Context: an optimization exercise on an open-source flow, tuned for small area. The choices shown serve that exercise and are no tape-out recipe. At most, simulation tests tie the RTL to the original design; equivalence was not proved. Function not checked in run 2: the RTL went through the layout flow alone. Power and IR drop assume default switching activity.

==> flow/design.v (outline; a module is shown in full before it is edited, if it fits) <==
// module tr1_demod: 473 lines
// module tr1_mac: 333 lines
module tr1_demod (
    input  wire               clk,
    input  wire               rst,         
    input  wire               start,       
    input  wire [1:0]         car,         
    input  wire [1:0]         lc,          
    input  wire               in_valid,
    input  wire signed [11:0] in_sample,
    input  wire               finish,      
    output wire               lv_valid,
    output wire [1:0]         lv_count,    
    output reg  [5:0]         lv_data,     
    output wire               done,
    output wire [7:0]         status       
);
  // ...
==> flow/flow/run.sh <==
#!/bin/bash
# Layout flow:
#  1. the standard synthesis (standard.sh), unchanged;
#  2. flow/polarity.py: each full adder of the netlist is used as is or with
#     all pins complemented (a full adder is self-dual), to need the fewest
#     inverters next to full adders, half adders and flip-flops;
#  3. Yosys/ABC re-map the plain logic gates (flow/remap.abc, area mapping);
#     flip-flops, full and half adders and tie cells stay as they are, so
#     every register keeps its name and cell;
#  4. the standard layout from that netlist, with buf_1 port buffers and
#     a clock tree of clkbuf_8 without dummy loads.
# Each tool's output goes to a log file of its own in this folder.
set -euo pipefail
W=$(pwd)
R=$W/orfs/results/sky130hd/tr1_demod/base
LIB=$FLOW_HOME/platforms/sky130hd/lib/sky130_fd_sc_hd__tt_025C_1v80.lib
CTS="-sink_clustering_enable -repair_clock_nets -sink_clustering_size 18 -sink_clustering_max_diameter 60 -buf_list sky130_fd_sc_hd__clkbuf_8 -dont_use_dummy_load"
PORTS="-buffer_cell sky130_fd_sc_hd__buf_1"

bash standard.sh "$R/1_2_yosys.v" > synth.log 2>&1
cp "$R/1_2_yosys.v" "$R/1_2_yosys.std.v"

python3 flow/polarity.py "$R/1_2_yosys.std.v" "$R/1_2_yosys.pol.v" 20 --free-logic > polarity.log 2>&1

DU=$(sed 's/^/-dont_use /' flow/dont_use.txt | tr '\n' ' ')
printf 'set_driving_cell sky130_fd_sc_hd__buf_1\nset_load 5\n' > abc.constr
# functional models of the plain logic cells, for Yosys to flatten
cat > models.ys <<EOY
read_liberty -ignore_miss_func $LIB
delete sky130_fd_sc_hd__fa_* sky130_fd_sc_hd__ha_* sky130_fd_sc_hd__*df* sky130_fd_sc_hd__conb_1 sky130_fd_sc_hd__dl* sky130_fd_sc_hd__*lpflow* sky130_fd_sc_hd__e* sky130_fd_sc_hd__decap* sky130_fd_sc_hd__diode* sky130_fd_sc_hd__probe* sky130_fd_sc_hd__macro* sky130_fd_sc_hd__sdf* sky130_fd_sc_hd__fah* sky130_fd_sc_hd__maj3*
write_verilog -noattr $W/models.v
EOY
yosys -l models.log models.ys > /dev/null 2>&1

cat > remap.ys <<EOY
read_liberty -lib $LIB
read_verilog -overwrite $W/models.v
read_verilog $R/1_2_yosys.pol.v
hierarchy -check -top $FLOW_TOP
flatten -noscopeinfo
simplemap
opt -fast
opt_clean -purge
abc -script $W/flow/remap.abc -liberty $LIB $DU -constr $W/abc.constr -D $FLOW_PERIOD_NS
opt_clean -purge
setundef -zero
hilomap -singleton -hicell sky130_fd_sc_hd__conb_1 HI -locell sky130_fd_sc_hd__conb_1 LO
splitnets
opt_clean -purge
insbuf -buf sky130_fd_sc_hd__buf_4 A X
stat -liberty $LIB
write_verilog -noattr -nohex -nodec $R/1_2_yosys.remap.v
EOY
yosys -l remap.log remap.ys > /dev/null 2>&1

cp "$R/1_2_yosys.remap.v" "$R/1_2_yosys.v"
touch "$R/1_2_yosys.v"
bash standard.sh "CTS_ARGS=$CTS" "BUFFER_PORTS_ARGS=$PORTS" finish > layout.log 2>&1
==> flow/flow/dont_use.txt <==
sky130_fd_sc_hd__probe_p_8
sky130_fd_sc_hd__probec_p_8
sky130_fd_sc_hd__lpflow_bleeder_1
sky130_fd_sc_hd__lpflow_clkbufkapwr_1
sky130_fd_sc_hd__lpflow_clkbufkapwr_16
sky130_fd_sc_hd__lpflow_clkbufkapwr_2
sky130_fd_sc_hd__lpflow_clkbufkapwr_4
sky130_fd_sc_hd__lpflow_clkbufkapwr_8
sky130_fd_sc_hd__lpflow_clkinvkapwr_1
sky130_fd_sc_hd__lpflow_clkinvkapwr_16
sky130_fd_sc_hd__lpflow_clkinvkapwr_2
sky130_fd_sc_hd__lpflow_clkinvkapwr_4
sky130_fd_sc_hd__lpflow_clkinvkapwr_8
sky130_fd_sc_hd__lpflow_decapkapwr_12
sky130_fd_sc_hd__lpflow_decapkapwr_3
sky130_fd_sc_hd__lpflow_decapkapwr_4
sky130_fd_sc_hd__lpflow_decapkapwr_6
sky130_fd_sc_hd__lpflow_decapkapwr_8
sky130_fd_sc_hd__lpflow_inputiso0n_1
sky130_fd_sc_hd__lpflow_inputiso0p_1
sky130_fd_sc_hd__lpflow_inputiso1n_1
sky130_fd_sc_hd__lpflow_inputiso1p_1
sky130_fd_sc_hd__lpflow_inputisolatch_1
sky130_fd_sc_hd__lpflow_isobufsrc_1
sky130_fd_sc_hd__lpflow_isobufsrc_16
sky130_fd_sc_hd__lpflow_isobufsrc_2
sky130_fd_sc_hd__lpflow_isobufsrc_4
sky130_fd_sc_hd__lpflow_isobufsrc_8
sky130_fd_sc_hd__lpflow_isobufsrckapwr_16
sky130_fd_sc_hd__lpflow_lsbuf_lh_hl_isowell_tap_1
sky130_fd_sc_hd__lpflow_lsbuf_lh_hl_isowell_tap_2
sky130_fd_sc_hd__lpflow_lsbuf_lh_hl_isowell_tap_4
sky130_fd_sc_hd__lpflow_lsbuf_lh_isowell_4
sky130_fd_sc_hd__lpflow_lsbuf_lh_isowell_tap_1
sky130_fd_sc_hd__lpflow_lsbuf_lh_isowell_tap_2
sky130_fd_sc_hd__lpflow_lsbuf_lh_isowell_tap_4
==> flow/flow/polarity.py <==
#!/usr/bin/env python3
"""Inverter clean-up for a flat gate-level netlist (Yosys write_verilog style).

A full adder is self-dual: FA(~a, ~b, ~c) = (~sum, ~cout). Synthesis often
leaves inverters between chained full adders. This script chooses, for every
full-adder cell, whether to use it as is or with all its pins complemented,
so as to need the fewest inverters, then rebuilds the inverters: at most one
per net, for the loads that need the complement. Flip-flops and every other
cell are left as they are.

usage: polarity.py in.v out.v
"""
import re, sys, random

FA = "sky130_fd_sc_hd__fa_1"
INV_RE = re.compile(r"^sky130_fd_sc_hd__(clk)?inv_\d+$")
NEW_INV = "sky130_fd_sc_hd__inv_1"
OUT_PINS = {"X", "Y", "Q", "Q_N", "COUT", "SUM", "HI", "LO"}
FA_IN = ("A", "B", "CIN")
FA_OUT = ("COUT", "SUM")

src = open(sys.argv[1]).read()
m = re.search(r"^module\s+(\w+)\s*\((.*?)\);", src, re.S | re.M)
body_start = m.end()
end = src.rindex("endmodule")
body = src[body_start:end]

decl_re = re.compile(r"^\s*(input|output|inout|wire)\b[^;]*;", re.M)
cell_re = re.compile(r"^\s*(sky130_fd_sc_hd__\w+)\s+(\S+)\s*\((.*?)\);", re.S | re.M)
decls = [d.group(0) for d in decl_re.finditer(body)]
cells = []
for c in cell_re.finditer(body):
    pins = [(p, v.strip()) for p, v in re.findall(r"\.(\w+)\(([^()]*)\)", c.group(3))]
    cells.append([c.group(1), c.group(2), pins])
rest = cell_re.sub("", decl_re.sub("", body)).strip()
assert rest == "", "unexpected netlist content: %r" % rest[:200]

ports_out = set()
for d in decls:
    mm = re.match(r"\s*output\s+(\[\d+:\d+\]\s*)?(\S+)\s*;", d)
    if mm:
        name = mm.group(2)
        if mm.group(1):
            hi, lo = map(int, re.findall(r"\d+", mm.group(1)))
            for i in range(lo, hi + 1):
                ports_out.add("%s[%d]" % (name, i))
        else:
            ports_out.add(name)

# inverters: output net -> input net
inv_of = {}
inv_cells = set()
for i, (t, n, pins) in enumerate(cells):
    if INV_RE.match(t):
        pd = dict(pins)
        inv_of[pd["Y"]] = pd["A"]
        inv_cells.add(i)

def base(net):
    par = 0
    seen = 0
    while net in inv_of:
        net = inv_of[net]
        par ^= 1
        seen += 1
        assert seen < 1000
    return net, par

# loads of each base net: (cell index or None for a port, pin, parity)
loads = {}
driver = {}
for i, (t, n, pins) in enumerate(cells):
    if i in inv_cells:
        continue
    for p, v in pins:
        if p in OUT_PINS:
            driver[v] = (i, p)
        else:
            b, par = base(v)
            loads.setdefault(b, []).append((i, p, par))

fa_cells = [i for i, c in enumerate(cells) if c[0] == FA]
flip = {i: 0 for i in fa_cells}
# a full adder that drives an output port (directly or through inverters)
# keeps its polarity
port_bases = {}
for o in ports_out:
    b, par = base(o)
    port_bases.setdefault(b, []).append((o, par))
fixed = set()
for i in fa_cells:
    for p, v in cells[i][2]:
        if p in OUT_PINS and v in port_bases:
            fixed.add(i)

FREE_LOGIC = "--free-logic" in sys.argv
FIXED_TYPES = re.compile(r"^sky130_fd_sc_hd__(ha_|e?dfx|dfr|dfs|sdf|dl|conb)")

def is_free(ci):
    # a logic gate: a later re-mapping absorbs inverters at its pins
    if not FREE_LOGIC or ci is None:
        return False
    t = cells[ci][0]
    return t != FA and not FIXED_TYPES.match(t)

def net_cost(b):
    d = driver.get(b)
    needs = set()
    for (ci, p, par) in loads.get(b, []):
        if is_free(ci):
            continue
        needs.add(par ^ (flip.get(ci, 0) if ci is not None else 0))
    if d and is_free(d[0]):
        return 1 if len(needs) == 2 else 0
    dp = flip.get(d[0], 0) if d else 0
    return 1 if any(n != dp for n in needs) else 0

# nets touching each full adder
fa_nets = {}
for i in fa_cells:
    ns = set()
    for p, v in cells[i][2]:
        ns.add(base(v)[0] if p not in OUT_PINS else v)
    fa_nets[i] = ns

all_bases = set(loads)
before = sum(net_cost(b) for b in all_bases)
rng = random.Random(1)
best = None
for trial in range(int(sys.argv[3]) if len(sys.argv) > 3 and sys.argv[3].isdigit() else 20):
    if trial:
        for i in fa_cells:
            flip[i] = rng.randint(0, 1) if i not in fixed else 0
    improved = True
    rounds = 0
    while improved and rounds < 100:
        improved = False
        rounds += 1
        order = list(fa_cells)
        rng.shuffle(order)
        for i in order:
            if i in fixed:
                continue
            ns = fa_nets[i]
            c0 = sum(net_cost(b) for b in ns)
            flip[i] ^= 1
            c1 = sum(net_cost(b) for b in ns)
            if c1 < c0 or (c1 == c0 and rng.random() < 0.3 and rounds < 60):
                improved = improved or c1 < c0
            else:
                flip[i] ^= 1
    cost = sum(net_cost(b) for b in all_bases)
    if best is None or cost < best[0]:
        best = (cost, dict(flip))
flip = best[1]
after = best[0]

def esc(v, suffix):
    return (v + suffix) if not v.startswith("\\") else (v + suffix)

# physical name of each base net: a flipped full adder's outputs are renamed,
# since they now carry the complement
phys = {}
new_wires = []
for i in fa_cells:
    if flip[i]:
        for p, v in cells[i][2]:
            if p in OUT_PINS:
                phys[v] = esc(v, "_pn")
                new_wires.append("  wire %s ;" % phys[v] if v.startswith("\\") else "  wire %s;" % phys[v])

def pname(b):
    return phys.get(b, b)

new_cells = []
conn = {}
inv_net = {}
k = 0
for b, ls in loads.items():
    d = driver.get(b)
    dp = flip.get(d[0], 0) if d else 0
    for (ci, p, par) in ls:
        need = par ^ (flip.get(ci, 0) if ci is not None else 0)
        if need == dp:
            target = pname(b)
        else:
            if b not in inv_net:
                y = "pol_inv_%d_y" % k
                inv_net[b] = y
                new_wires.append("  wire %s;" % y)
                new_cells.append([NEW_INV, "pol_inv_%d" % k, [("A", pname(b)), ("Y", y)]])
                k += 1
            target = inv_net[b]
        conn[(ci, p)] = target

out_cells = []
for i, (t, n, pins) in enumerate(cells):
    if i in inv_cells:
        continue
    np_ = []
    for p, v in pins:
        if p in OUT_PINS:
            np_.append((p, pname(v) if (i in flip and flip[i]) else v))
        else:
            np_.append((p, conn.get((i, p), v)))
    out_cells.append([t, n, np_])

# output ports that are inverter outputs: one inverter each, as before
for b, lst in port_bases.items():
    for (o, par) in lst:
        if par == 0:
            assert b == o
            continue
        assert not (driver.get(b) and flip.get(driver[b][0], 0))
        new_cells.append([NEW_INV, "pol_port_inv_%d" % k, [("A", pname(b)), ("Y", o)]])
        k += 1

def fmt(c):
    t, n, pins = c
    def net(v):
        return v + " " if v.startswith("\\") else v
    return "  %s %s (\n%s\n  );" % (t, net(n), ",\n".join("    .%s(%s)" % (p, net(v)) for p, v in pins))

used = set()
for c in out_cells + new_cells:
    for p, v in c[2]:
        used.add(v)
out = [src[:body_start], "\n".join(decls), "\n".join(w for w in new_wires)]
out += [fmt(c) for c in out_cells + new_cells]
out.append("endmodule\n")
open(sys.argv[2], "w").write("\n".join(out))
nflip = sum(flip.values())
print("full adders %d, flipped %d; inverters before %d (nets needing one %d), after %d"
      % (len(fa_cells), nflip, len(inv_cells), before, len(new_cells)))
==> flow/flow/remap.abc <==
strash
&get -n
&syn2
&put
dch
amap
==> flow/standard.sh <==
#!/bin/bash
# synth_recipe.tcl (not shown) runs the flow's synth.tcl, then flattens the netlist and writes it again
# the make line also repeats each setting of config.mk as NAME=value (left out here)
make -C /OpenROAD-flow-scripts/flow DESIGN_CONFIG=/design/flow/config.mk WORK_HOME=/design/flow/orfs CLKGATE_MAP_FILE= SYNTH_SCRIPT=/design/flow/synth_recipe.tcl "${@:-finish}"
==> flow/config.mk <==
export PLATFORM = sky130hd
export DESIGN_NAME = tr1_demod
export DESIGN_NICKNAME = tr1_demod
export VERILOG_FILES = /design/flow/design.v
export SDC_FILE = /design/flow/constraint.sdc
export NUM_CORES = 4
export LEC_CHECK = 0
export CAP_MARGIN = 10
export CORE_MARGIN = 2
export CORE_UTILIZATION = 40
export CTS_BUF_LIST = sky130_fd_sc_hd__clkbuf_8
export CTS_CLUSTER_DIAMETER = 60
export CTS_CLUSTER_SIZE = 18
export GPL_TIMING_DRIVEN = 0
export SLEW_MARGIN = 10
==> flow/constraint.sdc <==
create_clock -name core_clock -period 16.0 [get_ports {clk}]
set_input_delay 3.2000 -clock core_clock [delete_from_list [all_inputs] [get_ports {clk}]]
set_output_delay 3.2000 -clock core_clock [all_outputs]
set_load 0.01 [all_outputs]
==> flow_summary.json, run 1 <==
{
  "crit_type": "in2reg",
  "powerSeq_mw": 0.952,
  "routed_wl_mm": 69.5,
  "period_needed_ns": 15.50,
  "top_usage_layer": "met2",
  "final-seq-area_um2": 6310,
  "p_int_mw": 1.54,
  "cp.required_ns": 16.51,
  "grt_use_met1": 0.325,
  "final_cell_mix": "293 x fa_1, 283 x nor2_1, 266 x o21ai_0",
  "gr-usage-met3": 0.0366,
  "ir_drop_mv": 0.0948,
  "die_y_um": 243,
  "n_fill_cell": 5493,
  "run_status": "no timing/DRC/antenna violations",
  "wl_per_cell_um": 21.1,
  "maxSlewHeadroom": 0.168,
  "p_clk_frac": 0.166,
  "n_antenna_cell": 0,
  "final_core_utilization": 0.442,
  "total_power_mw": 2.43,
  "stdcell_area_um2": 24900,
  "grt_pass1_vias": 19357,
  "cpMaxStageDelayCell": "fa_1",
  "hold_depth": 1,
  "netSwitchingPower_mw": 0.899,
  "rrSetupSlack_ns": 0.54
}
==> inputs of run 2 (changes only) <==
--- a/flow/design.v
+++ b/flow/design.v
@@ -22,17 +22,19 @@
     reg       cfg_err;
     reg       sig_err;
     reg       fin_pending;
     reg       pol_neg;           
     reg [3:0] lo;
     reg       down;
     reg       half;
     reg       wh;
-    wire take  = active & in_valid & ~cfg_err & ~sig_err;
+    reg               v_r;
+    reg signed [11:0] s_r;
+    wire take  = active & v_r & ~cfg_err & ~sig_err;
     wire first = ~down & (lo == 4'd0) & ~half & ~wh;
     wire last  = down & (lo == 4'd1) & half & wh;
     wire [4:0] fidx = {half, lo};
     wire [59:0] from;
     assign from[0] = (fidx == 5'd20) | (fidx == 5'd26);
     assign from[1] = (fidx == 5'd1) | (fidx == 5'd3) | (fidx == 5'd17) | (fidx == 5'd21) | (fidx == 5'd27);
     assign from[2] = (fidx == 5'd1) | (fidx == 5'd2) | (fidx == 5'd3) | (fidx == 5'd5) | (fidx == 5'd10) | (fidx == 5'd17) | (fidx == 5'd18) | (fidx == 5'd19) | (fidx == 5'd22);
     assign from[3] = (fidx == 5'd7) | (fidx == 5'd8) | (fidx == 5'd22) | (fidx == 5'd25);
@@ -120,17 +122,17 @@
     assign qrom[24] = (lo == 4'd5) | (lo == 4'd6) | (lo == 4'd7) | (lo == 4'd8) | (lo == 4'd9) | (lo == 4'd10) | (lo == 4'd11) | (lo == 4'd12);
     assign qrom[25] = (lo == 4'd3) | (lo == 4'd4) | (lo == 4'd5) | (lo == 4'd6) | (lo == 4'd10) | (lo == 4'd11) | (lo == 4'd12);
     assign qrom[26] = (lo == 4'd4) | (lo == 4'd8) | (lo == 4'd9) | (lo == 4'd11);
     assign qrom[27] = (lo == 4'd1) | (lo == 4'd6) | (lo == 4'd9) | (lo == 4'd10);
     assign qrom[28] = (lo == 4'd5) | (lo == 4'd6) | (lo == 4'd7) | (lo == 4'd8);
     assign qrom[29] = 1'b0;
     wire [14:0] bf1 = from[59:45], bf2 = from[44:30], bf3 = from[29:15], bf4 = from[14:0];
     wire [14:0] bqs = qrom[29:15], bqc = qrom[14:0];
-    wire [11:0] xg = take ? in_sample : 12'd0;
+    wire [11:0] xg = take ? s_r : 12'd0;
     wire [4:0] fneg = {5{down}};
     wire [4:0] sneg = {5{half}};
     wire [4:0] cneg = {5{half ^ down}};
     reg [14:0] d1, d2, d3, d4;
     always @(*) begin
         case (cur_car)
             CAR_ASK: begin
                 d1 = {4'd0, xg[11], 5'd1, 5'd0};
@@ -170,158 +172,103 @@
     reg               hbusy;
     reg        [5:0]  hstep;
     reg               dvalid;    
     wire        [26:0] hterm = xr[0] ? (hstep[0] ? y2 : y1) : 27'd0;
     wire               hneg  = (hstep[5:1] == 5'd26);
     wire        [26:0] ht    = hterm ^ {27{hneg}};
     wire        [28:0] hsum;
     wire h_0 = hacc[0] ^ ht[0];
-    wire h_1 = hacc[0] & ht[0];
-    wire h_2 = hacc[1] ^ ht[1];
-    wire h_3 = hacc[1] & ht[1];
-    wire h_4 = hacc[2] ^ ht[2];
-    wire h_5 = hacc[2] & ht[2];
-    wire h_6 = hacc[3] ^ ht[3];
-    wire h_7 = hacc[3] & ht[3];
-    wire h_8 = hacc[4] ^ ht[4];
-    wire h_9 = hacc[4] & ht[4];
-    wire h_10 = hacc[5] ^ ht[5];
-    wire h_11 = hacc[5] & ht[5];
-    wire h_12 = hacc[6] ^ ht[6];
-    wire h_13 = hacc[6] & ht[6];
-    wire h_14 = hacc[7] ^ ht[7];
-    wire h_15 = hacc[7] & ht[7];
-    wire h_16 = hacc[8] ^ ht[8];
-    wire h_17 = hacc[8] & ht[8];
-    wire h_18 = hacc[9] ^ ht[9];
-    wire h_19 = hacc[9] & ht[9];
-    wire h_20 = hacc[10] ^ ht[10];
-    wire h_21 = hacc[10] & ht[10];
-    wire h_22 = hacc[11] ^ ht[11];
-    wire h_23 = hacc[11] & ht[11];
-    wire h_24 = hacc[12] ^ ht[12];
-    wire h_25 = hacc[12] & ht[12];
-    wire h_26 = hacc[13] ^ ht[13];
-    wire h_27 = hacc[13] & ht[13];
-    wire h_28 = hacc[14] ^ ht[14];
-    wire h_29 = hacc[14] & ht[14];
-    wire h_30 = hacc[15] ^ ht[15];
-    wire h_31 = hacc[15] & ht[15];
-    wire h_32 = hacc[16] ^ ht[16];
-    wire h_33 = hacc[16] & ht[16];
-    wire h_34 = hacc[17] ^ ht[17];
-    wire h_35 = hacc[17] & ht[17];
-    wire h_36 = hacc[18] ^ ht[18];
-    wire h_37 = hacc[18] & ht[18];
-    wire h_38 = hacc[19] ^ ht[19];
-    wire h_39 = hacc[19] & ht[19];
-    wire h_40 = hacc[20] ^ ht[20];
-    wire h_41 = hacc[20] & ht[20];
-    wire h_42 = hacc[21] ^ ht[21];
-    wire h_43 = hacc[21] & ht[21];
-    wire h_44 = hacc[22] ^ ht[22];
-    wire h_45 = hacc[22] & ht[22];
-    wire h_46 = hacc[23] ^ ht[23];
-    wire h_47 = hacc[23] & ht[23];
-    wire h_48 = hacc[24] ^ ht[24];
-    wire h_49 = hacc[24] & ht[24];
-    wire h_50 = hacc[25] ^ ht[25];
-    wire h_51 = hacc[25] & ht[25];
-    wire h_52 = hacc[26] ^ ht[26];
-    wire h_53 = hacc[26] & ht[26];
-    wire h_54 = hacc[27] ^ ht[26];
-    wire h_55 = hacc[27] & ht[26];
-    wire h_56 = hacc[28] ^ ht[26];
-    wire h_57 = hacc[28] & ht[26];
-    wire h_58 = hneg ^ h_0;
-    wire h_59 = hneg & h_0;
-    wire h_60 = h_2 ^ h_1;
-    wire h_61 = h_60 ^ h_59;
-    wire h_62 = (h_2 & h_1) | (h_60 & h_59);
-    wire h_63 = h_4 ^ h_3;
-    wire h_64 = h_63 ^ h_62;
-    wire h_65 = (h_4 & h_3) | (h_63 & h_62);
-    wire h_66 = h_6 ^ h_5;
-    wire h_67 = h_66 ^ h_65;
-    wire h_68 = (h_6 & h_5) | (h_66 & h_65);
-    wire h_69 = h_8 ^ h_7;
-    wire h_70 = h_69 ^ h_68;
-    wire h_71 = (h_8 & h_7) | (h_69 & h_68);
-    wire h_72 = h_10 ^ h_9;
-    wire h_73 = h_72 ^ h_71;
-    wire h_74 = (h_10 & h_9) | (h_72 & h_71);
-    wire h_75 = h_12 ^ h_11;
-    wire h_76 = h_75 ^ h_74;
-    wire h_77 = (h_12 & h_11) | (h_75 & h_74);
-    wire h_78 = h_14 ^ h_13;
-    wire h_79 = h_78 ^ h_77;
-    wire h_80 = (h_14 & h_13) | (h_78 & h_77);
-    wire h_81 = h_16 ^ h_15;
-    wire h_82 = h_81 ^ h_80;
-    wire h_83 = (h_16 & h_15) | (h_81 & h_80);
-    wire h_84 = h_18 ^ h_17;
-    wire h_85 = h_84 ^ h_83;
-    wire h_86 = (h_18 & h_17) | (h_84 & h_83);
-    wire h_87 = h_20 ^ h_19;
-    wire h_88 = h_87 ^ h_86;
-    wire h_89 = (h_20 & h_19) | (h_87 & h_86);
-    wire h_90 = h_22 ^ h_21;
-    wire h_91 = h_90 ^ h_89;
-    wire h_92 = (h_22 & h_21) | (h_90 & h_89);
-    wire h_93 = h_24 ^ h_23;
-    wire h_94 = h_93 ^ h_92;
-    wire h_95 = (h_24 & h_23) | (h_93 & h_92);
-    wire h_96 = h_26 ^ h_25;
-    wire h_97 = h_96 ^ h_95;
-    wire h_98 = (h_26 & h_25) | (h_96 & h_95);
-    wire h_99 = h_28 ^ h_27;
-    wire h_100 = h_99 ^ h_98;
-    wire h_101 = (h_28 & h_27) | (h_99 & h_98);
-    wire h_102 = h_30 ^ h_29;
-    wire h_103 = h_102 ^ h_101;
-    wire h_104 = (h_30 & h_29) | (h_102 & h_101);
-    wire h_105 = h_32 ^ h_31;
-    wire h_106 = h_105 ^ h_104;
-    wire h_107 = (h_32 & h_31) | (h_105 & h_104);
-    wire h_108 = h_34 ^ h_33;
-    wire h_109 = h_108 ^ h_107;
-    wire h_110 = (h_34 & h_33) | (h_108 & h_107);
-    wire h_111 = h_36 ^ h_35;
-    wire h_112 = h_111 ^ h_110;
-    wire h_113 = (h_36 & h_35) | (h_111 & h_110);
-    wire h_114 = h_38 ^ h_37;
-    wire h_115 = h_114 ^ h_113;
-    wire h_116 = (h_38 & h_37) | (h_114 & h_113);
-    wire h_117 = h_40 ^ h_39;
-    wire h_118 = h_117 ^ h_116;
-    wire h_119 = (h_40 & h_39) | (h_117 & h_116);
-    wire h_120 = h_42 ^ h_41;
-    wire h_121 = h_120 ^ h_119;
-    wire h_122 = (h_42 & h_41) | (h_120 & h_119);
-    wire h_123 = h_44 ^ h_43;
-    wire h_124 = h_123 ^ h_122;
-    wire h_125 = (h_44 & h_43) | (h_123 & h_122);
-    wire h_126 = h_46 ^ h_45;
-    wire h_127 = h_126 ^ h_125;
-    wire h_128 = (h_46 & h_45) | (h_126 & h_125);
-    wire h_129 = h_48 ^ h_47;
-    wire h_130 = h_129 ^ h_128;
-    wire h_131 = (h_48 & h_47) | (h_129 & h_128);
-    wire h_132 = h_50 ^ h_49;
-    wire h_133 = h_132 ^ h_131;
-    wire h_134 = (h_50 & h_49) | (h_132 & h_131);
-    wire h_135 = h_52 ^ h_51;
-    wire h_136 = h_135 ^ h_134;
-    wire h_137 = (h_52 & h_51) | (h_135 & h_134);
-    wire h_138 = h_54 ^ h_53;
-    wire h_139 = h_138 ^ h_137;
-    wire h_140 = (h_54 & h_53) | (h_138 & h_137);
-    wire h_141 = h_56 ^ h_55 ^ h_140;
-    assign hsum = {h_141, h_139, h_136, h_133, h_130, h_127, h_124, h_121, h_118, h_115, h_112, h_109, h_106, h_103, h_100, h_97, h_94, h_91, h_88, h_85, h_82, h_79, h_76, h_73, h_70, h_67, h_64, h_61, h_58};
+    wire h_1 = h_0 ^ hneg;
+    wire h_2 = (hacc[0] & ht[0]) | (h_0 & hneg);
+    wire h_3 = h_2 ^ hacc[1];
+    wire h_4 = h_3 ^ ht[1];
+    wire h_5 = (h_2 & hacc[1]) | (h_3 & ht[1]);
+    wire h_6 = h_5 ^ hacc[2];
+    wire h_7 = h_6 ^ ht[2];
+    wire h_8 = (h_5 & hacc[2]) | (h_6 & ht[2]);
+    wire h_9 = h_8 ^ hacc[3];
+    wire h_10 = h_9 ^ ht[3];
+    wire h_11 = (h_8 & hacc[3]) | (h_9 & ht[3]);
+    wire h_12 = h_11 ^ hacc[4];
+    wire h_13 = h_12 ^ ht[4];
+    wire h_14 = (h_11 & hacc[4]) | (h_12 & ht[4]);
+    wire h_15 = h_14 ^ hacc[5];
+    wire h_16 = h_15 ^ ht[5];
+    wire h_17 = (h_14 & hacc[5]) | (h_15 & ht[5]);
+    wire h_18 = h_17 ^ hacc[6];
+    wire h_19 = h_18 ^ ht[6];
+    wire h_20 = (h_17 & hacc[6]) | (h_18 & ht[6]);
+    wire h_21 = h_20 ^ hacc[7];
+    wire h_22 = h_21 ^ ht[7];
+    wire h_23 = (h_20 & hacc[7]) | (h_21 & ht[7]);
+    wire h_24 = h_23 ^ hacc[8];
+    wire h_25 = h_24 ^ ht[8];
+    wire h_26 = (h_23 & hacc[8]) | (h_24 & ht[8]);
+    wire h_27 = h_26 ^ hacc[9];
+    wire h_28 = h_27 ^ ht[9];
+    wire h_29 = (h_26 & hacc[9]) | (h_27 & ht[9]);
+    wire h_30 = h_29 ^ hacc[10];
+    wire h_31 = h_30 ^ ht[10];
+    wire h_32 = (h_29 & hacc[10]) | (h_30 & ht[10]);
+    wire h_33 = h_32 ^ hacc[11];
+    wire h_34 = h_33 ^ ht[11];
+    wire h_35 = (h_32 & hacc[11]) | (h_33 & ht[11]);
+    wire h_36 = h_35 ^ hacc[12];
+    wire h_37 = h_36 ^ ht[12];
+    wire h_38 = (h_35 & hacc[12]) | (h_36 & ht[12]);
+    wire h_39 = h_38 ^ hacc[13];
+    wire h_40 = h_39 ^ ht[13];
+    wire h_41 = (h_38 & hacc[13]) | (h_39 & ht[13]);
+    wire h_42 = h_41 ^ hacc[14];
+    wire h_43 = h_42 ^ ht[14];
+    wire h_44 = (h_41 & hacc[14]) | (h_42 & ht[14]);
+    wire h_45 = h_44 ^ hacc[15];
+    wire h_46 = h_45 ^ ht[15];
+    wire h_47 = (h_44 & hacc[15]) | (h_45 & ht[15]);
+    wire h_48 = h_47 ^ hacc[16];
+    wire h_49 = h_48 ^ ht[16];
+    wire h_50 = (h_47 & hacc[16]) | (h_48 & ht[16]);
+    wire h_51 = h_50 ^ hacc[17];
+    wire h_52 = h_51 ^ ht[17];
+    wire h_53 = (h_50 & hacc[17]) | (h_51 & ht[17]);
+    wire h_54 = h_53 ^ hacc[18];
+    wire h_55 = h_54 ^ ht[18];
+    wire h_56 = (h_53 & hacc[18]) | (h_54 & ht[18]);
+    wire h_57 = h_56 ^ hacc[19];
+    wire h_58 = h_57 ^ ht[19];
+    wire h_59 = (h_56 & hacc[19]) | (h_57 & ht[19]);
+    wire h_60 = h_59 ^ hacc[20];
+    wire h_61 = h_60 ^ ht[20];
+    wire h_62 = (h_59 & hacc[20]) | (h_60 & ht[20]);
+    wire h_63 = h_62 ^ hacc[21];
+    wire h_64 = h_63 ^ ht[21];
+    wire h_65 = (h_62 & hacc[21]) | (h_63 & ht[21]);
+    wire h_66 = h_65 ^ hacc[22];
+    wire h_67 = h_66 ^ ht[22];
+    wire h_68 = (h_65 & hacc[22]) | (h_66 & ht[22]);
+    wire h_69 = h_68 ^ hacc[23];
+    wire h_70 = h_69 ^ ht[23];
+    wire h_71 = (h_68 & hacc[23]) | (h_69 & ht[23]);
+    wire h_72 = h_71 ^ hacc[24];
+    wire h_73 = h_72 ^ ht[24];
+    wire h_74 = (h_71 & hacc[24]) | (h_72 & ht[24]);
+    wire h_75 = h_74 ^ hacc[25];
+    wire h_76 = h_75 ^ ht[25];
+    wire h_77 = (h_74 & hacc[25]) | (h_75 & ht[25]);
+    wire h_78 = h_77 ^ hacc[26];
+    wire h_79 = h_78 ^ ht[26];
+    wire h_80 = (h_77 & hacc[26]) | (h_78 & ht[26]);
+    wire h_81 = h_80 ^ hacc[27];
+    wire h_82 = h_81 ^ ht[26];
+    wire h_83 = (h_80 & hacc[27]) | (h_81 & ht[26]);
+    wire h_84 = h_83 ^ hacc[28];
+    wire h_85 = h_84 ^ ht[26];
+    wire h_86 = (h_83 & hacc[28]) | (h_84 & ht[26]);
+    assign hsum = {h_85, h_82, h_79, h_76, h_73, h_70, h_67, h_64, h_61, h_58, h_55, h_52, h_49, h_46, h_43, h_40, h_37, h_34, h_31, h_28, h_25, h_22, h_19, h_16, h_13, h_10, h_7, h_4, h_1};
     wire p_zero = (hacc == 29'd0) & ~sticky;
     reg  a_bit;                  
     reg  c_s, c_d;               
     reg  nz_s, nz_d;             
     reg  sg_s, sg_d;             
     wire s_bit = a_bit ^ xr[0] ^ c_s;
     wire d_bit = a_bit ^ ~xr[0] ^ c_d;
     reg       dec_err;
@@ -413,16 +360,18 @@
         end
         if (take & last) begin
             hacc   <= 29'd0;
             sticky <= 1'b0;
         end else begin
             hacc   <= hstep[0] ? {hsum[28], hsum[28:1]} : hsum;
             sticky <= sticky | (hstep[0] & hsum[0]);
         end
+        s_r <= in_sample;
+        v_r <= in_valid & ~rst;
         if (rst) begin
             active      <= 1'b0;
             fin_pending <= 1'b0;
             hbusy       <= 1'b0;
             dvalid      <= 1'b0;
         end else begin
             if (start) begin
                 active      <= 1'b1;
@@ -545,262 +494,236 @@
     wire t_62 = ((one[4] & x[5]) | (two[4] & x[4])) ^ t_56;
     wire t_63 = ((one[4] & x[6]) | (two[4] & x[5])) ^ t_56;
     wire t_64 = ((one[4] & x[7]) | (two[4] & x[6])) ^ t_56;
     wire t_65 = ((one[4] & x[8]) | (two[4] & x[7])) ^ t_56;
     wire t_66 = ((one[4] & x[9]) | (two[4] & x[8])) ^ t_56;
     wire t_67 = ((one[4] & x[10]) | (two[4] & x[9])) ^ t_56;
     wire t_68 = ((one[4] & x[11]) | (two[4] & x[10])) ^ t_56;
     wire t_69 = ~(((one[4] & x[11]) | (two[4] & x[11])) ^ t_56) & tk;
-    wire t_70 = base[8] ^ t_9;
-    wire t_71 = base[8] & t_9;
-    wire t_72 = base[9] ^ t_10;
-    wire t_73 = base[9] & t_10;
-    wire t_74 = base[10] ^ t_11;
-    wire t_75 = base[10] & t_11;
-    wire t_76 = base[11] ^ t_12;
-    wire t_77 = base[11] & t_12;
-    wire t_78 = base[12] ^ t_13;
-    wire t_79 = base[12] & t_13;
-    wire t_80 = base[4] ^ t_5;
-    wire t_81 = base[4] & t_5;
+    wire t_70 = base[0] ^ t_1;
+    wire t_71 = t_70 ^ t_0;
+    wire t_72 = (base[0] & t_1) | (t_70 & t_0);
+    wire t_73 = base[2] ^ t_3;
+    wire t_74 = t_73 ^ t_15;
+    wire t_75 = (base[2] & t_3) | (t_73 & t_15);
+    wire t_76 = base[3] ^ t_4;
+    wire t_77 = t_76 ^ t_16;
+    wire t_78 = (base[3] & t_4) | (t_76 & t_16);
+    wire t_79 = base[4] ^ t_5;
+    wire t_80 = t_79 ^ t_17;
+    wire t_81 = (base[4] & t_5) | (t_79 & t_17);
     wire t_82 = base[5] ^ t_6;
-    wire t_83 = base[5] & t_6;
-    wire t_84 = base[6] ^ t_7;
-    wire t_85 = t_84 ^ t_19;
-    wire t_86 = (base[6] & t_7) | (t_84 & t_19);
-    wire t_87 = t_31 ^ t_43;
-    wire t_88 = t_31 & t_43;
-    wire t_89 = base[7] ^ t_8;
-    wire t_90 = t_89 ^ t_20;
-    wire t_91 = (base[7] & t_8) | (t_89 & t_20);
-    wire t_92 = t_32 ^ t_44;
-    wire t_93 = t_32 & t_44;
-    wire t_94 = t_21 ^ t_33;
-    wire t_95 = t_94 ^ t_45;
-    wire t_96 = (t_21 & t_33) | (t_94 & t_45);
-    wire t_97 = t_57 ^ t_56;
-    wire t_98 = t_97 ^ t_70;
-    wire t_99 = (t_57 & t_56) | (t_97 & t_70);
-    wire t_100 = t_22 ^ t_34;
-    wire t_101 = t_100 ^ t_46;
-    wire t_102 = (t_22 & t_34) | (t_100 & t_46);
-    wire t_103 = t_58 ^ t_72;
-    wire t_104 = t_103 ^ t_71;
-    wire t_105 = (t_58 & t_72) | (t_103 & t_71);
-    wire t_106 = t_23 ^ t_35;
-    wire t_107 = t_106 ^ t_47;
-    wire t_108 = (t_23 & t_35) | (t_106 & t_47);
-    wire t_109 = t_59 ^ t_74;
-    wire t_110 = t_109 ^ t_73;
-    wire t_111 = (t_59 & t_74) | (t_109 & t_73);
-    wire t_112 = t_24 ^ t_36;
-    wire t_113 = t_112 ^ t_48;
-    wire t_114 = (t_24 & t_36) | (t_112 & t_48);
-    wire t_115 = t_60 ^ t_76;
-    wire t_116 = t_115 ^ t_75;
-    wire t_117 = (t_60 & t_76) | (t_115 & t_75);
-    wire t_118 = t_25 ^ t_37;
-    wire t_119 = t_118 ^ t_49;
-    wire t_120 = (t_25 & t_37) | (t_118 & t_49);
-    wire t_121 = t_61 ^ t_78;
-    wire t_122 = t_121 ^ t_77;
-    wire t_123 = (t_61 & t_78) | (t_121 & t_77);
+    wire t_83 = t_82 ^ t_18;
+    wire t_84 = (base[5] & t_6) | (t_82 & t_18);
+    wire t_85 = base[6] ^ t_7;
+    wire t_86 = t_85 ^ t_19;
+    wire t_87 = (base[6] & t_7) | (t_85 & t_19);
+    wire t_88 = t_31 ^ t_43;
+    wire t_89 = t_88 ^ t_42;
+    wire t_90 = (t_31 & t_43) | (t_88 & t_42);
+    wire t_91 = base[7] ^ t_8;
+    wire t_92 = t_91 ^ t_20;
+    wire t_93 = (base[7] & t_8) | (t_91 & t_20);
+    wire t_94 = base[8] ^ t_9;
+    wire t_95 = t_94 ^ t_21;
+    wire t_96 = (base[8] & t_9) | (t_94 & t_21);
+    wire t_97 = t_33 ^ t_45;
+    wire t_98 = t_97 ^ t_57;
+    wire t_99 = (t_33 & t_45) | (t_97 & t_57);
+    wire t_100 = base[9] ^ t_10;
+    wire t_101 = t_100 ^ t_22;
+    wire t_102 = (base[9] & t_10) | (t_100 & t_22);
+    wire t_103 = t_34 ^ t_46;
+    wire t_104 = t_103 ^ t_58;
+    wire t_105 = (t_34 & t_46) | (t_103 & t_58);
+    wire t_106 = base[10] ^ t_11;
+    wire t_107 = t_106 ^ t_23;
+    wire t_108 = (base[10] & t_11) | (t_106 & t_23);
+    wire t_109 = t_35 ^ t_47;
+    wire t_110 = t_109 ^ t_59;
+    wire t_111 = (t_35 & t_47) | (t_109 & t_59);
+    wire t_112 = base[11] ^ t_12;
+    wire t_113 = t_112 ^ t_24;
+    wire t_114 = (base[11] & t_12) | (t_112 & t_24);
+    wire t_115 = t_36 ^ t_48;
+    wire t_116 = t_115 ^ t_60;
+    wire t_117 = (t_36 & t_48) | (t_115 & t_60);
+    wire t_118 = base[12] ^ t_13;
+    wire t_119 = t_118 ^ t_25;
+    wire t_120 = (base[12] & t_13) | (t_118 & t_25);
+    wire t_121 = t_37 ^ t_49;
+    wire t_122 = t_121 ^ t_61;
+    wire t_123 = (t_37 & t_49) | (t_121 & t_61);
     wire t_124 = base[13] ^ t_26;
     wire t_125 = t_124 ^ t_38;
     wire t_126 = (base[13] & t_26) | (t_124 & t_38);
-    wire t_127 = t_50 ^ t_62;
-    wire t_128 = t_127 ^ t_79;
-    wire t_129 = (t_50 & t_62) | (t_127 & t_79);
-    wire t_130 = base[14] ^ t_27;
-    wire t_131 = t_130 ^ t_39;
-    wire t_132 = (base[14] & t_27) | (t_130 & t_39);
-    wire t_133 = t_51 ^ t_63;
-    wire t_134 = t_51 & t_63;
-    wire t_135 = base[15] ^ t_40;
-    wire t_136 = t_135 ^ t_52;
-    wire t_137 = (base[15] & t_40) | (t_135 & t_52);
-    wire t_138 = base[16] ^ t_41;
-    wire t_139 = base[16] & t_41;
-    wire t_140 = base[2] ^ t_3;
-    wire t_141 = base[2] & t_3;
-    wire t_142 = base[3] ^ t_4;
-    wire t_143 = base[3] & t_4;
-    wire t_144 = t_17 ^ t_29;
-    wire t_145 = t_144 ^ t_28;
-    wire t_146 = (t_17 & t_29) | (t_144 & t_28);
-    wire t_147 = t_18 ^ t_30;
-    wire t_148 = t_147 ^ t_82;
-    wire t_149 = (t_18 & t_30) | (t_147 & t_82);
-    wire t_150 = t_42 ^ t_85;
-    wire t_151 = t_150 ^ t_87;
-    wire t_152 = (t_42 & t_85) | (t_150 & t_87);
-    wire t_153 = t_90 ^ t_92;
-    wire t_154 = t_153 ^ t_86;
-    wire t_155 = (t_90 & t_92) | (t_153 & t_86);
-    wire t_156 = t_95 ^ t_98;
-    wire t_157 = t_156 ^ t_91;
-    wire t_158 = (t_95 & t_98) | (t_156 & t_91);
-    wire t_159 = t_101 ^ t_104;
-    wire t_160 = t_159 ^ t_96;
-    wire t_161 = (t_101 & t_104) | (t_159 & t_96);
-    wire t_162 = t_107 ^ t_110;
-    wire t_163 = t_162 ^ t_102;
-    wire t_164 = (t_107 & t_110) | (t_162 & t_102);
-    wire t_165 = t_113 ^ t_116;
-    wire t_166 = t_165 ^ t_108;
-    wire t_167 = (t_113 & t_116) | (t_165 & t_108);
-    wire t_168 = t_119 ^ t_122;
-    wire t_169 = t_168 ^ t_114;
-    wire t_170 = (t_119 & t_122) | (t_168 & t_114);
-    wire t_171 = t_125 ^ t_128;
-    wire t_172 = t_171 ^ t_120;
-    wire t_173 = (t_125 & t_128) | (t_171 & t_120);
-    wire t_174 = t_131 ^ t_133;
-    wire t_175 = t_174 ^ t_126;
-    wire t_176 = (t_131 & t_133) | (t_174 & t_126);
-    wire t_177 = t_64 ^ t_136;
-    wire t_178 = t_177 ^ t_132;
-    wire t_179 = (t_64 & t_136) | (t_177 & t_132);
-    wire t_180 = t_53 ^ t_65;
-    wire t_181 = t_180 ^ t_138;
-    wire t_182 = (t_53 & t_65) | (t_180 & t_138);
-    wire t_183 = base[17] ^ t_54;
-    wire t_184 = t_183 ^ t_66;
-    wire t_185 = (base[17] & t_54) | (t_183 & t_66);
-    wire t_186 = base[18] ^ t_55;
-    wire t_187 = base[18] & t_55;
-    wire t_188 = base[0] ^ t_1;
-    wire t_189 = base[0] & t_1;
-    wire t_190 = base[1] ^ t_2;
-    wire t_191 = base[1] & t_2;
-    wire t_192 = t_15 ^ t_14;
-    wire t_193 = t_192 ^ t_140;
-    wire t_194 = (t_15 & t_14) | (t_192 & t_140);
-    wire t_195 = t_16 ^ t_142;
-    wire t_196 = t_195 ^ t_141;
-    wire t_197 = (t_16 & t_142) | (t_195 & t_141);
-    wire t_198 = t_80 ^ t_145;
-    wire t_199 = t_198 ^ t_143;
-    wire t_200 = (t_80 & t_145) | (t_198 & t_143);
-    wire t_201 = t_81 ^ t_148;
-    wire t_202 = t_201 ^ t_146;
-    wire t_203 = (t_81 & t_148) | (t_201 & t_146);
-    wire t_204 = t_83 ^ t_151;
-    wire t_205 = t_204 ^ t_149;
-    wire t_206 = (t_83 & t_151) | (t_204 & t_149);
-    wire t_207 = t_88 ^ t_154;
-    wire t_208 = t_207 ^ t_152;
-    wire t_209 = (t_88 & t_154) | (t_207 & t_152);
-    wire t_210 = t_93 ^ t_157;
-    wire t_211 = t_210 ^ t_155;
-    wire t_212 = (t_93 & t_157) | (t_210 & t_155);
-    wire t_213 = t_99 ^ t_160;
-    wire t_214 = t_213 ^ t_158;
-    wire t_215 = (t_99 & t_160) | (t_213 & t_158);
-    wire t_216 = t_105 ^ t_163;
-    wire t_217 = t_216 ^ t_161;
-    wire t_218 = (t_105 & t_163) | (t_216 & t_161);
-    wire t_219 = t_111 ^ t_166;
-    wire t_220 = t_219 ^ t_164;
-    wire t_221 = (t_111 & t_166) | (t_219 & t_164);
-    wire t_222 = t_117 ^ t_169;
-    wire t_223 = t_222 ^ t_167;
-    wire t_224 = (t_117 & t_169) | (t_222 & t_167);
-    wire t_225 = t_123 ^ t_172;
-    wire t_226 = t_225 ^ t_170;
-    wire t_227 = (t_123 & t_172) | (t_225 & t_170);
-    wire t_228 = t_129 ^ t_175;
-    wire t_229 = t_228 ^ t_173;
-    wire t_230 = (t_129 & t_175) | (t_228 & t_173);
-    wire t_231 = t_134 ^ t_178;
-    wire t_232 = t_231 ^ t_176;
-    wire t_233 = (t_134 & t_178) | (t_231 & t_176);
-    wire t_234 = t_137 ^ t_181;
-    wire t_235 = t_234 ^ t_179;
-    wire t_236 = (t_137 & t_181) | (t_234 & t_179);
-    wire t_237 = t_139 ^ t_184;
-    wire t_238 = t_237 ^ t_182;
-    wire t_239 = (t_139 & t_184) | (t_237 & t_182);
-    wire t_240 = t_67 ^ t_186;
-    wire t_241 = t_240 ^ t_185;
-    wire t_242 = (t_67 & t_186) | (t_240 & t_185);
-    wire t_243 = base[19] ^ t_68;
-    wire t_244 = t_243 ^ t_187;
-    wire t_245 = (base[19] & t_68) | (t_243 & t_187);
-    wire t_246 = base[20] ^ t_69;
-    wire t_247 = base[20] & t_69;
-    wire t_248 = t_0 ^ t_188;
-    wire t_249 = t_0 & t_188;
-    wire t_250 = t_190 ^ t_189;
-    wire t_251 = t_250 ^ t_249;
-    wire t_252 = (t_190 & t_189) | (t_250 & t_249);
-    wire t_253 = t_193 ^ t_191;
-    wire t_254 = t_253 ^ t_252;
-    wire t_255 = (t_193 & t_191) | (t_253 & t_252);
-    wire t_256 = t_196 ^ t_194;
-    wire t_257 = t_256 ^ t_255;
-    wire t_258 = (t_196 & t_194) | (t_256 & t_255);
-    wire t_259 = t_199 ^ t_197;
-    wire t_260 = t_259 ^ t_258;
-    wire t_261 = (t_199 & t_197) | (t_259 & t_258);
-    wire t_262 = t_202 ^ t_200;
-    wire t_263 = t_262 ^ t_261;
-    wire t_264 = (t_202 & t_200) | (t_262 & t_261);
-    wire t_265 = t_205 ^ t_203;
-    wire t_266 = t_265 ^ t_264;
-    wire t_267 = (t_205 & t_203) | (t_265 & t_264);
-    wire t_268 = t_208 ^ t_206;
-    wire t_269 = t_268 ^ t_267;
-    wire t_270 = (t_208 & t_206) | (t_268 & t_267);
-    wire t_271 = t_211 ^ t_209;
-    wire t_272 = t_271 ^ t_270;
-    wire t_273 = (t_211 & t_209) | (t_271 & t_270);
-    wire t_274 = t_214 ^ t_212;
+    wire t_127 = base[14] ^ t_27;
+    wire t_128 = t_127 ^ t_39;
+    wire t_129 = (base[14] & t_27) | (t_127 & t_39);
+    wire t_130 = base[15] ^ t_40;
+    wire t_131 = t_130 ^ t_52;
+    wire t_132 = (base[15] & t_40) | (t_130 & t_52);
+    wire t_133 = base[16] ^ t_41;
+    wire t_134 = t_133 ^ t_53;
+    wire t_135 = (base[16] & t_41) | (t_133 & t_53);
+    wire t_136 = base[17] ^ t_54;
+    wire t_137 = t_136 ^ t_66;
+    wire t_138 = (base[17] & t_54) | (t_136 & t_66);
+    wire t_139 = base[18] ^ t_55;
+    wire t_140 = t_139 ^ t_67;
+    wire t_141 = (base[18] & t_55) | (t_139 & t_67);
+    wire t_142 = t_72 ^ base[1];
+    wire t_143 = t_142 ^ t_2;
+    wire t_144 = (t_72 & base[1]) | (t_142 & t_2);
+    wire t_145 = t_78 ^ t_80;
+    wire t_146 = t_145 ^ t_29;
+    wire t_147 = (t_78 & t_80) | (t_145 & t_29);
+    wire t_148 = t_81 ^ t_83;
+    wire t_149 = t_148 ^ t_30;
+    wire t_150 = (t_81 & t_83) | (t_148 & t_30);
+    wire t_151 = t_84 ^ t_86;
+    wire t_152 = t_151 ^ t_89;
+    wire t_153 = (t_84 & t_86) | (t_151 & t_89);
+    wire t_154 = t_87 ^ t_90;
+    wire t_155 = t_154 ^ t_92;
+    wire t_156 = (t_87 & t_90) | (t_154 & t_92);
+    wire t_157 = t_93 ^ t_95;
+    wire t_158 = t_157 ^ t_98;
+    wire t_159 = (t_93 & t_95) | (t_157 & t_98);
+    wire t_160 = t_96 ^ t_99;
+    wire t_161 = t_160 ^ t_101;
+    wire t_162 = (t_96 & t_99) | (t_160 & t_101);
+    wire t_163 = t_102 ^ t_105;
+    wire t_164 = t_163 ^ t_107;
+    wire t_165 = (t_102 & t_105) | (t_163 & t_107);
+    wire t_166 = t_108 ^ t_111;
+    wire t_167 = t_166 ^ t_113;
+    wire t_168 = (t_108 & t_111) | (t_166 & t_113);
+    wire t_169 = t_114 ^ t_117;
+    wire t_170 = t_169 ^ t_119;
+    wire t_171 = (t_114 & t_117) | (t_169 & t_119);
+    wire t_172 = t_120 ^ t_123;
+    wire t_173 = t_172 ^ t_125;
+    wire t_174 = (t_120 & t_123) | (t_172 & t_125);
+    wire t_175 = t_126 ^ t_128;
+    wire t_176 = t_175 ^ t_51;
+    wire t_177 = (t_126 & t_128) | (t_175 & t_51);
+    wire t_178 = t_129 ^ t_131;
+    wire t_179 = t_178 ^ t_64;
+    wire t_180 = (t_129 & t_131) | (t_178 & t_64);
+    wire t_181 = t_132 ^ t_134;
+    wire t_182 = t_181 ^ t_65;
+    wire t_183 = (t_132 & t_134) | (t_181 & t_65);
+    wire t_184 = t_141 ^ base[19];
+    wire t_185 = t_184 ^ t_68;
+    wire t_186 = (t_141 & base[19]) | (t_184 & t_68);
+    wire t_187 = t_144 ^ t_74;
+    wire t_188 = t_187 ^ t_14;
+    wire t_189 = (t_144 & t_74) | (t_187 & t_14);
+    wire t_190 = t_153 ^ t_155;
+    wire t_191 = t_190 ^ t_32;
+    wire t_192 = (t_153 & t_155) | (t_190 & t_32);
+    wire t_193 = t_156 ^ t_158;
+    wire t_194 = t_193 ^ t_56;
+    wire t_195 = (t_156 & t_158) | (t_193 & t_56);
+    wire t_196 = t_159 ^ t_161;
+    wire t_197 = t_196 ^ t_104;
+    wire t_198 = (t_159 & t_161) | (t_196 & t_104);
+    wire t_199 = t_162 ^ t_164;
+    wire t_200 = t_199 ^ t_110;
+    wire t_201 = (t_162 & t_164) | (t_199 & t_110);
+    wire t_202 = t_165 ^ t_167;
+    wire t_203 = t_202 ^ t_116;
+    wire t_204 = (t_165 & t_167) | (t_202 & t_116);
+    wire t_205 = t_168 ^ t_170;
+    wire t_206 = t_205 ^ t_122;
+    wire t_207 = (t_168 & t_170) | (t_205 & t_122);
+    wire t_208 = t_171 ^ t_173;
+    wire t_209 = t_208 ^ t_50;
+    wire t_210 = (t_171 & t_173) | (t_208 & t_50);
+    wire t_211 = t_174 ^ t_176;
+    wire t_212 = t_211 ^ t_63;
+    wire t_213 = (t_174 & t_176) | (t_211 & t_63);
+    wire t_214 = t_183 ^ t_135;
+    wire t_215 = t_214 ^ t_137;
+    wire t_216 = (t_183 & t_135) | (t_214 & t_137);
+    wire t_217 = t_186 ^ base[20];
+    wire t_218 = t_217 ^ t_69;
+    wire t_219 = (t_186 & base[20]) | (t_217 & t_69);
+    wire t_220 = t_189 ^ t_75;
+    wire t_221 = t_220 ^ t_77;
+    wire t_222 = (t_189 & t_75) | (t_220 & t_77);
+    wire t_223 = t_207 ^ t_209;
+    wire t_224 = t_223 ^ t_62;
+    wire t_225 = (t_207 & t_209) | (t_223 & t_62);
+    wire t_226 = t_213 ^ t_177;
+    wire t_227 = t_226 ^ t_179;
+    wire t_228 = (t_213 & t_177) | (t_226 & t_179);
+    wire t_229 = t_216 ^ t_138;
+    wire t_230 = t_229 ^ t_140;
+    wire t_231 = (t_216 & t_138) | (t_229 & t_140);
+    wire t_232 = t_222 ^ t_146;
+    wire t_233 = t_232 ^ t_28;
+    wire t_234 = (t_222 & t_146) | (t_232 & t_28);
+    wire t_235 = t_225 ^ t_210;
+    wire t_236 = t_235 ^ t_212;
+    wire t_237 = (t_225 & t_210) | (t_235 & t_212);
+    wire t_238 = t_228 ^ t_180;
+    wire t_239 = t_238 ^ t_182;
+    wire t_240 = (t_228 & t_180) | (t_238 & t_182);
+    wire t_241 = t_234 ^ t_147;
+    wire t_242 = t_241 ^ t_149;
+    wire t_243 = (t_234 & t_147) | (t_241 & t_149);
+    wire t_244 = t_243 ^ t_150;
+    wire t_245 = t_244 ^ t_152;
+    wire t_246 = (t_243 & t_150) | (t_244 & t_152);
+    wire t_247 = t_246 ^ t_191;
+    wire t_248 = t_247 ^ t_44;
+    wire t_249 = (t_246 & t_191) | (t_247 & t_44);
+    wire t_250 = t_249 ^ t_192;
+    wire t_251 = t_250 ^ t_194;
+    wire t_252 = (t_249 & t_192) | (t_250 & t_194);
+    wire t_253 = t_252 ^ t_195;
+    wire t_254 = t_253 ^ t_197;
+    wire t_255 = (t_252 & t_195) | (t_253 & t_197);
+    wire t_256 = t_255 ^ t_198;
+    wire t_257 = t_256 ^ t_200;
+    wire t_258 = (t_255 & t_198) | (t_256 & t_200);
+    wire t_259 = t_258 ^ t_201;
+    wire t_260 = t_259 ^ t_203;
+    wire t_261 = (t_258 & t_201) | (t_259 & t_203);
+    wire t_262 = t_261 ^ t_204;
+    wire t_263 = t_262 ^ t_206;
+    wire t_264 = (t_261 & t_204) | (t_262 & t_206);
+    wire t_265 = t_264 ^ t_224;
+    wire t_266 = t_264 & t_224;
+    wire t_267 = t_236 ^ t_266;
+    wire t_268 = t_236 & t_266;
+    wire t_269 = t_237 ^ t_227;
+    wire t_270 = t_269 ^ t_268;
+    wire t_271 = (t_237 & t_227) | (t_269 & t_268);
+    wire t_272 = t_239 ^ t_271;
+    wire t_273 = t_239 & t_271;
+    wire t_274 = t_240 ^ t_215;
     wire t_275 = t_274 ^ t_273;
-    wire t_276 = (t_214 & t_212) | (t_274 & t_273);
-    wire t_277 = t_217 ^ t_215;
-    wire t_278 = t_277 ^ t_276;
-    wire t_279 = (t_217 & t_215) | (t_277 & t_276);
-    wire t_280 = t_220 ^ t_218;
-    wire t_281 = t_280 ^ t_279;
-    wire t_282 = (t_220 & t_218) | (t_280 & t_279);
-    wire t_283 = t_223 ^ t_221;
-    wire t_284 = t_283 ^ t_282;
-    wire t_285 = (t_223 & t_221) | (t_283 & t_282);
-    wire t_286 = t_226 ^ t_224;
-    wire t_287 = t_286 ^ t_285;
-    wire t_288 = (t_226 & t_224) | (t_286 & t_285);
-    wire t_289 = t_229 ^ t_227;
-    wire t_290 = t_289 ^ t_288;
-    wire t_291 = (t_229 & t_227) | (t_289 & t_288);
-    wire t_292 = t_232 ^ t_230;
-    wire t_293 = t_292 ^ t_291;
-    wire t_294 = (t_232 & t_230) | (t_292 & t_291);
-    wire t_295 = t_235 ^ t_233;
-    wire t_296 = t_295 ^ t_294;
-    wire t_297 = (t_235 & t_233) | (t_295 & t_294);
-    wire t_298 = t_238 ^ t_236;
-    wire t_299 = t_298 ^ t_297;
-    wire t_300 = (t_238 & t_236) | (t_298 & t_297);
-    wire t_301 = t_241 ^ t_239;
-    wire t_302 = t_301 ^ t_300;
-    wire t_303 = (t_241 & t_239) | (t_301 & t_300);
-    wire t_304 = t_244 ^ t_242;
-    wire t_305 = t_304 ^ t_303;
-    wire t_306 = (t_244 & t_242) | (t_304 & t_303);
-    wire t_307 = t_246 ^ t_245;
-    wire t_308 = t_307 ^ t_306;
-    wire t_309 = (t_246 & t_245) | (t_307 & t_306);
-    wire t_310 = base[21] ^ t_247;
-    wire t_311 = t_310 ^ t_309;
-    wire t_312 = (base[21] & t_247) | (t_310 & t_309);
-    wire t_313 = base[22] ^ t_312;
-    wire t_314 = base[22] & t_312;
-    wire t_315 = base[23] ^ t_314;
-    wire t_316 = base[23] & t_314;
-    wire t_317 = base[24] ^ t_316;
-    wire t_318 = base[24] & t_316;
-    wire t_319 = base[25] ^ t_318;
-    wire t_320 = base[25] & t_318;
-    wire t_321 = base[26] ^ t_320;
-    assign sum = {t_321, t_319, t_317, t_315, t_313, t_311, t_308, t_305, t_302, t_299, t_296, t_293, t_290, t_287, t_284, t_281, t_278, t_275, t_272, t_269, t_266, t_263, t_260, t_257, t_254, t_251, t_248};
+    wire t_276 = (t_240 & t_215) | (t_274 & t_273);
+    wire t_277 = t_230 ^ t_276;
+    wire t_278 = t_230 & t_276;
+    wire t_279 = t_231 ^ t_185;
+    wire t_280 = t_279 ^ t_278;
+    wire t_281 = (t_231 & t_185) | (t_279 & t_278);
+    wire t_282 = t_218 ^ t_281;
+    wire t_283 = t_218 & t_281;
+    wire t_284 = t_219 ^ base[21];
+    wire t_285 = t_284 ^ t_283;
+    wire t_286 = (t_219 & base[21]) | (t_284 & t_283);
+    wire t_287 = base[22] ^ t_286;
+    wire t_288 = base[22] & t_286;
+    wire t_289 = base[23] ^ t_288;
+    wire t_290 = base[23] & t_288;
+    wire t_291 = base[24] ^ t_290;
+    wire t_292 = base[24] & t_290;
+    wire t_293 = base[25] ^ t_292;
+    wire t_294 = base[25] & t_292;
+    wire t_295 = base[26] ^ t_294;
+    assign sum = {t_295, t_293, t_291, t_289, t_287, t_285, t_282, t_280, t_277, t_275, t_272, t_270, t_267, t_265, t_263, t_260, t_257, t_254, t_251, t_248, t_245, t_242, t_233, t_221, t_188, t_143, t_71};
 endmodule
--- a/flow/flow/polarity.py
+++ b/flow/flow/polarity.py
@@ -14,17 +14,17 @@
 
 FA = "sky130_fd_sc_hd__fa_1"
 INV_RE = re.compile(r"^sky130_fd_sc_hd__(clk)?inv_\d+$")
 NEW_INV = "sky130_fd_sc_hd__inv_1"
 OUT_PINS = {"X", "Y", "Q", "Q_N", "COUT", "SUM", "HI", "LO"}
 FA_IN = ("A", "B", "CIN")
 FA_OUT = ("COUT", "SUM")
 
-src = open(sys.argv[1]).read()
+src = re.sub(r"\(\*.*?\*\)", "", open(sys.argv[1]).read())
 m = re.search(r"^module\s+(\w+)\s*\((.*?)\);", src, re.S | re.M)
 body_start = m.end()
 end = src.rindex("endmodule")
 body = src[body_start:end]
 
 decl_re = re.compile(r"^\s*(input|output|inout|wire)\b[^;]*;", re.M)
 cell_re = re.compile(r"^\s*(sky130_fd_sc_hd__\w+)\s+(\S+)\s*\((.*?)\);", re.S | re.M)
 decls = [d.group(0) for d in decl_re.finditer(body)]
==> run 2 against run 1 <==
Compared with the run above:
- final cell count fell by 2.9%
- critical path depth fell by 4
- worst hold slack got worse by 0.019 ns
- sequential power rose by 1%
- clock-buffer cell count rose by 4
- wire length fell by 0.58%
- via count fell by 1.8%
- setup slack improved by 0.35 ns
- register-to-register slack improved by 0.31 ns
- global-route usage rose by 1.0 points
- sequential share of layout area rose by 1.9 points
- first-iteration DRC count rose by 15%
==> flow_summary.json, run 2 <==
{
  "drtIter0Drc": 1528,
  "syn_avg_cell_area_um2": 9.27,
  "run_status": "no timing/DRC/antenna violations",
  "cts_resized": 0,
  "die_x_um": 239,
  "cts_max_level": 2,
  "row_count": 86,
  "drv_slew": 0,
  "vias": 18646,
  "gp_congestion": 0.975,
  "ios": 39,
  "root_buffer": "clkbuf_8",
  "synthCells": 2378,
  "crit_type": "reg2reg",
  "grt_pass1_wl_mm": 110,
  "overflow": 0,
  "r2r_cells": 34,
  "finalCritPeriodShare": 0.947,
  "max_stage_delay_ns": 1.15,
  "maxSlewHeadroom": 0.164,
  "ctsHoldBuffers": 0,
  "hold_depth": 1,
  "fin_skew_ns": 0.0686,
  "rsz0062_at_grt": "no",
  "dp_hpwl_mm": 52.3,
  "reg_top3": "xr (54), hacc (29)",
  "clk_latency_ns": 0.62,
  "portBuffers": 35,
  "layout_commonest_cell": "nor2_1",
  "cpMaxStageDelayCell": "edfxtp_1",
  "final_cell_mix": "332 x nor2_1, 297 x fa_1, 254 x o21ai_0",
  "ant_nets": 0,
  "cts_buffer_depth": 3,
  "r2r_end": "hacc[27]",
  "rrSetupSlack_ns": 0.85,
  "ys_warn_count": 1,
  "largest_register_ffs": 54,
  "tightest_slew_ns": 1.25,
  "cp_data_arrival_time_ns": 15.63,
  "r2r_start": "hstep[0]",
  "min_from": "xr[52]",
  "final_nets": 2853,
  "core_um2": 54800,
  "powerDensity_nw_per_um2": 92.9,
  "cts_tree": "built",
  "ir_drop_mv": 0.0902,
  "power_leakage_nw": 9.15,
  "cts_sinks": 290,
  "drive_gt1_frac": 0.0470,
  "drc": 0,
  "firstDrtPassIters": 7,
  "min_path_type": "reg2reg",
  "die_area_um2": 57000,
  "numCtsBuffers": 34,
  "wl_per_cell_um": 21.7,
  "synth_area_um2": 22000,
  "top_register": "xr",
  "crit_path_frequent_cell": "fa_1",
  "via_per_inst": 5.84,
  "whs_endpoint": "xr[51]",
  "grt_pass1_vias": 18880,
  "synthToLayoutAreaGrowth_pct": 9.40,
  "grt_max_degree": 79,
  "start_util": 0.403,
  "period_needed_ns": 15.15,
  "stdcell_area_um2": 24100,
  "grt_usage": 0.248,
  "fin_setup_tns_ns": 0,
  "routed_wl_mm": 69.1,
  "hold_viol": 0,
  "setup.worst_path.start_class": "flip-flop",
  "die_y_um": 239,
  "setup_viol": 0,
  "cp.required_ns": 16.48,
  "antenna_found_initial": 2,
  "cts_setup_buffers": 0,
  "endpoint_kind": "flip-flop",
  "max_cap_viol_count": 0,
  "fmax_mhz": 66.0,
  "cp_max_fo": 34,
  "placed_area_um2": 23600,
  "clkTransAtPathRegs_ns": 0.10
}
run 2: worst max-delay path: cells and delay by family, from the launching register on:
family / cells / cell delay, ns
XOR/XNOR: 1 / 0.19
adder cells (fa/ha/maj): 27 / 11.61
AND/OR/NAND/NOR: 1 / 0.06
flip-flops: 1 / 1.15
AO/OA/AOI/OAI: 4 / 0.93
buffers and inverters: 1 / 1.09
run 2: worst max path at each step:
stage | from | depth (start not counted) | to
floorplan | hstep[3] | 35 | hacc[28]
global placement | half | 6 | hstep[0]
detailed placement | hstep[0] | 34 | hacc[27]
CTS | hstep[0] | 34 | hacc[27]
global route | hstep[0] | 34 | hacc[27]
finish | hstep[0] | 34 | hacc[27]
run 2: final cells by class:
cell class                 count  area [um^2]
antenna                        2         5.00
buffer                         7         52.6
tap                          704          881
multi-input combinational   1947        15100
inverter                     135          517
sequential                   290         6570
timing repair buffer          74          567
fill                        5298        30600
clock buffer                  34          468
run 2: per-stage QoR:
step                worst slack, ns   util  std cells  hold slack [ns]  total power [mW]
floorplan                      1.74      -       2379            0.426              1.54
detailed placement            0.707  0.431       3156            0.433              1.80
CTS                           0.710  0.440       3190            0.405              2.27
global placement              -4.04  0.421       3118            0.432              1.77
global route                  0.136  0.440       3193            0.421              2.42
finish                        0.852  0.440       3193            0.403              2.24
run 2: metal layers:
metal  vias to the layer above  wire [um]  track usage
li1                       8871          -            -
met1                      8975      31000        0.338
met2                       655      31400        0.393
met3                       143       3920       0.0425
met4                         2       2810        0.102
met5                         -         13            0
run 2: report_power, final:
part	switching (mW)	internal, mW
clock	0.263	0.189
sequential	0.0404	0.922
combinational	0.482	0.344
total	0.786	1.46

[afterwards: timing with drivers on the ports]
The results above use ideal ports. As a check the final layouts listed here were re-extracted and re-timed, cells and wires unchanged. Step 1: set_driving_cell puts a clkbuf_16 on clk and a buf_2 on each other input, an assumption about the parent block. Step 2 times the ports against the registers' clock, not the clock port: input delays grow and output delays shrink by t, the midpoint of the rising clock arrivals with the driver on. Slacks: ideal / step 1 / step 2; pairs: ideal / step 1.
run	shift t [ns]	slack for setup (ns)	hold slack, ns	worst data-port slew with drivers (ns)
run 1	0.672	0.500 / 0.526 / -0.146	0.422 / 0.422 / 0.422	0.05
run 2	0.647	0.852 / 0.852 / 0.852	0.403 / 0.403 / 0.403	0.03
Met with ideal ports but missed after step 2: setup timing in run 1. For run 1, which loses most, drivers alone change the setup slack by +0.026 ns; drivers and shift together by -0.646 ns.
